What follows belongs to an exercise in optimizing a design on an open flow for small area; a production flow would make more cautious choices. The RTL was checked by simulation tests, not by an equivalence proof against the original design. Power figures rest on the tool's default switching activity, not on a simulated workload.

== rev 12 ==
## xbee_rx
module xbee_rx (
    input  wire        clk,
    input  wire        rst,             
    input  wire        in_valid,
    output wire        in_ready,
    input  wire [7:0]  in_op,           
    input  wire [7:0]  in_arg,          
    output reg         out_valid,
    input  wire        out_ready,
    output reg  [1:0]  out_kind,        
    output reg  [3:0]  out_code,        
    output wire [63:0] out_src64,
    output wire [15:0] out_src16,
    output wire [7:0]  out_options,
    output wire [15:0] out_length,
    output wire [7:0]  out_checksum,
    output reg  [8:0]  out_data_len,
    input  wire [7:0]  rd_addr,
    output wire [7:0]  rd_data
);
Settings: LEC_CHECK=0, CAP_MARGIN=8, CORE_MARGIN=2, CORE_UTILIZATION=75, CTS_CLUSTER_DIAMETER=100, CTS_CLUSTER_SIZE=30, GPL_TIMING_DRIVEN=0, PLACE_DENSITY=0.85, SLEW_MARGIN=8, SYNTH_HIERARCHICAL=1; clock period 14.0 ns.
standard.sh (not shown) runs the stock make flow with config.mk's settings and CLKGATE_MAP_FILE= SYNTH_SCRIPT=/design/flow/synth_recipe.tcl, a recipe that flattens the netlist after the stock synthesis.
==> flow/flow/run.sh <==
#!/bin/bash
set -euo pipefail
export BUFFER_PORTS_ARGS="-buffer_cell sky130_fd_sc_hd__buf_1"
bash standard.sh > standard.log 2>&1
For rev 13, these inputs were changed with respect to rev 12:
-- flow/design.v --
<<< rev 12, line 50
    localparam S_CKSUM = 3'd6;
    reg [2:0]  rx_state;
    reg [15:0] rx_len;
    reg        rx_type_ok;      
    reg [7:0]  rx_sum;
    reg [15:0] rx_cnt;          
    reg [7:0]  rx_ck;
    reg        rx_zero;         
    reg [7:0]  hdr [0:RX_FIXED-1];
>>> rev 13, line 50
    localparam S_CKSUM = 3'd6;
    reg [2:0]  rx_state;
    reg [15:0] rx_rem;          
    reg        rx_type_ok;      
    reg [7:0]  rx_sum;
    reg [8:0]  rx_n;            
    reg        rx_big;          
    reg        rx_zero;         
    reg [7:0]  hdr [0:RX_FIXED-1];
<<< rev 12, line 63
    assign in_ready = ~out_valid;
    wire body_b   = rxb & (rx_state == S_BODY);
    wire in_hdr   = rx_cnt < 16'd13;
    wire hdr_sh   = body_b & in_hdr;
    wire pay_sh   = body_b & ~in_hdr & ~rx_zero & (b != 8'h00);
>>> rev 13, line 63
    assign in_ready = ~out_valid;
    wire body_b   = rxb & (rx_state == S_BODY);
    wire in_hdr   = rx_n < 9'd12;
    wire hdr_sh   = body_b & in_hdr;
    wire pay_sh   = body_b & ~in_hdr & ~rx_zero & (b != 8'h00);
<<< rev 12, line 73
        else if (!rx_type_ok)
            dec_code = E_UNKNOWN_TYPE;
        else if (rx_len < 16'd12)
            dec_code = E_SHORT;
        else if (rx_len > 16'd12 + DATA_CAP)
            dec_code = E_OVERSIZE;
        else
            dec_code = E_OK;
>>> rev 13, line 73
        else if (!rx_type_ok)
            dec_code = E_UNKNOWN_TYPE;
        else if (rx_big)
            dec_code = E_OVERSIZE;
        else if (rx_n < 9'd12)
            dec_code = E_SHORT;
        else
            dec_code = E_OK;
<<< rev 12, line 136
                    end
                    S_TYPE: begin
                        if (rx_len == 16'd0) begin
                            out_valid <= 1'b1;
                            out_kind  <= K_DROP;
                            out_code  <= E_ZERO_LENGTH;
                            rx_state  <= S_DELIM;
                        end else if (rx_len == 16'd1)
                            rx_state <= S_CKSUM;
                        else
>>> rev 13, line 136
                    end
                    S_TYPE: begin
                        if (rx_rem == 16'd0) begin
                            out_valid <= 1'b1;
                            out_kind  <= K_DROP;
                            out_code  <= E_ZERO_LENGTH;
                            rx_state  <= S_DELIM;
                        end else if (rx_rem == 16'd1)
                            rx_state <= S_CKSUM;
                        else
<<< rev 12, line 147
                    end
                    S_BODY: begin
                        if (rx_cnt == rx_len)
                            rx_state <= S_CKSUM;
                    end
>>> rev 13, line 147
                    end
                    S_BODY: begin
                        if (rx_rem == 16'd2)
                            rx_state <= S_CKSUM;
                    end
<<< rev 12, line 167
        if (rxb) begin
            if (rx_state == S_LENHI)
                rx_len[15:8] <= b;
            if (rx_state == S_LENLO)
                rx_len[7:0] <= b;
            if (rx_state == S_TYPE) begin
                rx_type_ok   <= (b == TYPE_RX);
                rx_sum       <= b;
                rx_cnt       <= 16'd2;
                rx_zero      <= 1'b0;
                out_data_len <= 9'd0;
>>> rev 13, line 167
        if (rxb) begin
            if (rx_state == S_LENHI)
                rx_rem[15:8] <= b;
            if (rx_state == S_LENLO)
                rx_rem[7:0] <= b;
            if (rx_state == S_TYPE) begin
                rx_type_ok   <= (b == TYPE_RX);
                rx_sum       <= b;
                rx_n         <= 9'd1;
                rx_big       <= 1'b0;
                rx_zero      <= 1'b0;
                out_data_len <= 9'd0;
<<< rev 12, line 179
            if (rx_state == S_BODY) begin
                rx_sum <= rx_sum + b;
                rx_cnt <= rx_cnt + 16'd1;
                if (!in_hdr && b == 8'h00)
                    rx_zero <= 1'b1;
            end
            if (rx_state == S_CKSUM)
                rx_ck <= b;
        end
        if (pay_sh)
>>> rev 13, line 180
            if (rx_state == S_BODY) begin
                rx_sum <= rx_sum + b;
                rx_rem <= rx_rem - 16'd1;
                rx_n   <= rx_n + 9'd1;
                if (rx_n == 9'd12 + DATA_CAP)
                    rx_big <= 1'b1;
                if (!in_hdr && b == 8'h00)
                    rx_zero <= 1'b1;
            end
        end
        if (pay_sh)
<<< rev 12, line 233
    assign out_src16    = {hdr[2], hdr[1]};
    assign out_options  = hdr[0];
    assign out_length   = rx_len;
    assign out_checksum = rx_ck;
endmodule
module xrx_ao22 (
>>> rev 13, line 235
    assign out_src16    = {hdr[2], hdr[1]};
    assign out_options  = hdr[0];
    assign out_length   = {7'd0, rx_n};
    assign out_checksum = ~rx_sum;
endmodule
module xrx_ao22 (
==> run notes <==
- Any difference in number of cell instances on the worst register-to-register path between rev 12 and rev 13 is small enough to ignore.
- Rev 13 ended up with rd_data[4] as its last element of the critical path; rev 12 ended up with rd_data[3].
- Total area of sequential cells on rev 13 is down relative to rev 12.
- Fmax | rev 13 vs rev 12 | rev 13 slower
- Rev 13 has relative contribution of the clock network to total power above what rev 12 had.
- When the final numbers for rev 13 and rev 12 were put side by side, the multi-input logic cell count turned out to be greater in rev 13.
- Sequential portion of the cell area: rev 13 < rev 12
- For pin count of the biggest net entering global routing, dividing the value from rev 12 by the value from rev 13 gives 2.0.
- Changes observed in rev 13 relative to rev 12: post-layout instance area barely changed, die outline area lost 0.39%, height of the chip shows no meaningful change, count of non-filler cells in the finished layout increased 28, transition time at the pin with the least slew margin flat.

==> static timing again, ports no longer ideal <==
The flow's constraints put no driver on any port. The routed layouts listed below were extracted and timed again, unchanged, in two steps.
Step 1 sets driving cells, clkbuf_16 on the clock port and buf_2 on the other inputs (assumed; they add their load-dependent delay and slew).
Step 2 adds t to the input delays and takes it off the output delays; t is the mean of the earliest and latest rising clock arrival at the registers after step 1. Input paths then give back, and output paths get back, about the clock's delay inside the block.
Three values: ideal ports, drivers, drivers and shift; two values: the first two.
run | t (ns) | setup WS [ns] | latest minus earliest clock arrival (ns) | slew at the worst register clock pin (ns)
rev 12 | 0.787 | 3.000 / 2.959 / 2.959 | 0.048 / 0.048 | 0.12 / 0.12
rev 13 | 0.778 | 2.905 / 2.867 / 2.867 | 0.042 / 0.042 | 0.12 / 0.12
After both steps setup and hold are still met in every run listed. For rev 12, which loses most, drivers alone change the setup slack by -0.041 ns; drivers and shift together by -0.041 ns.
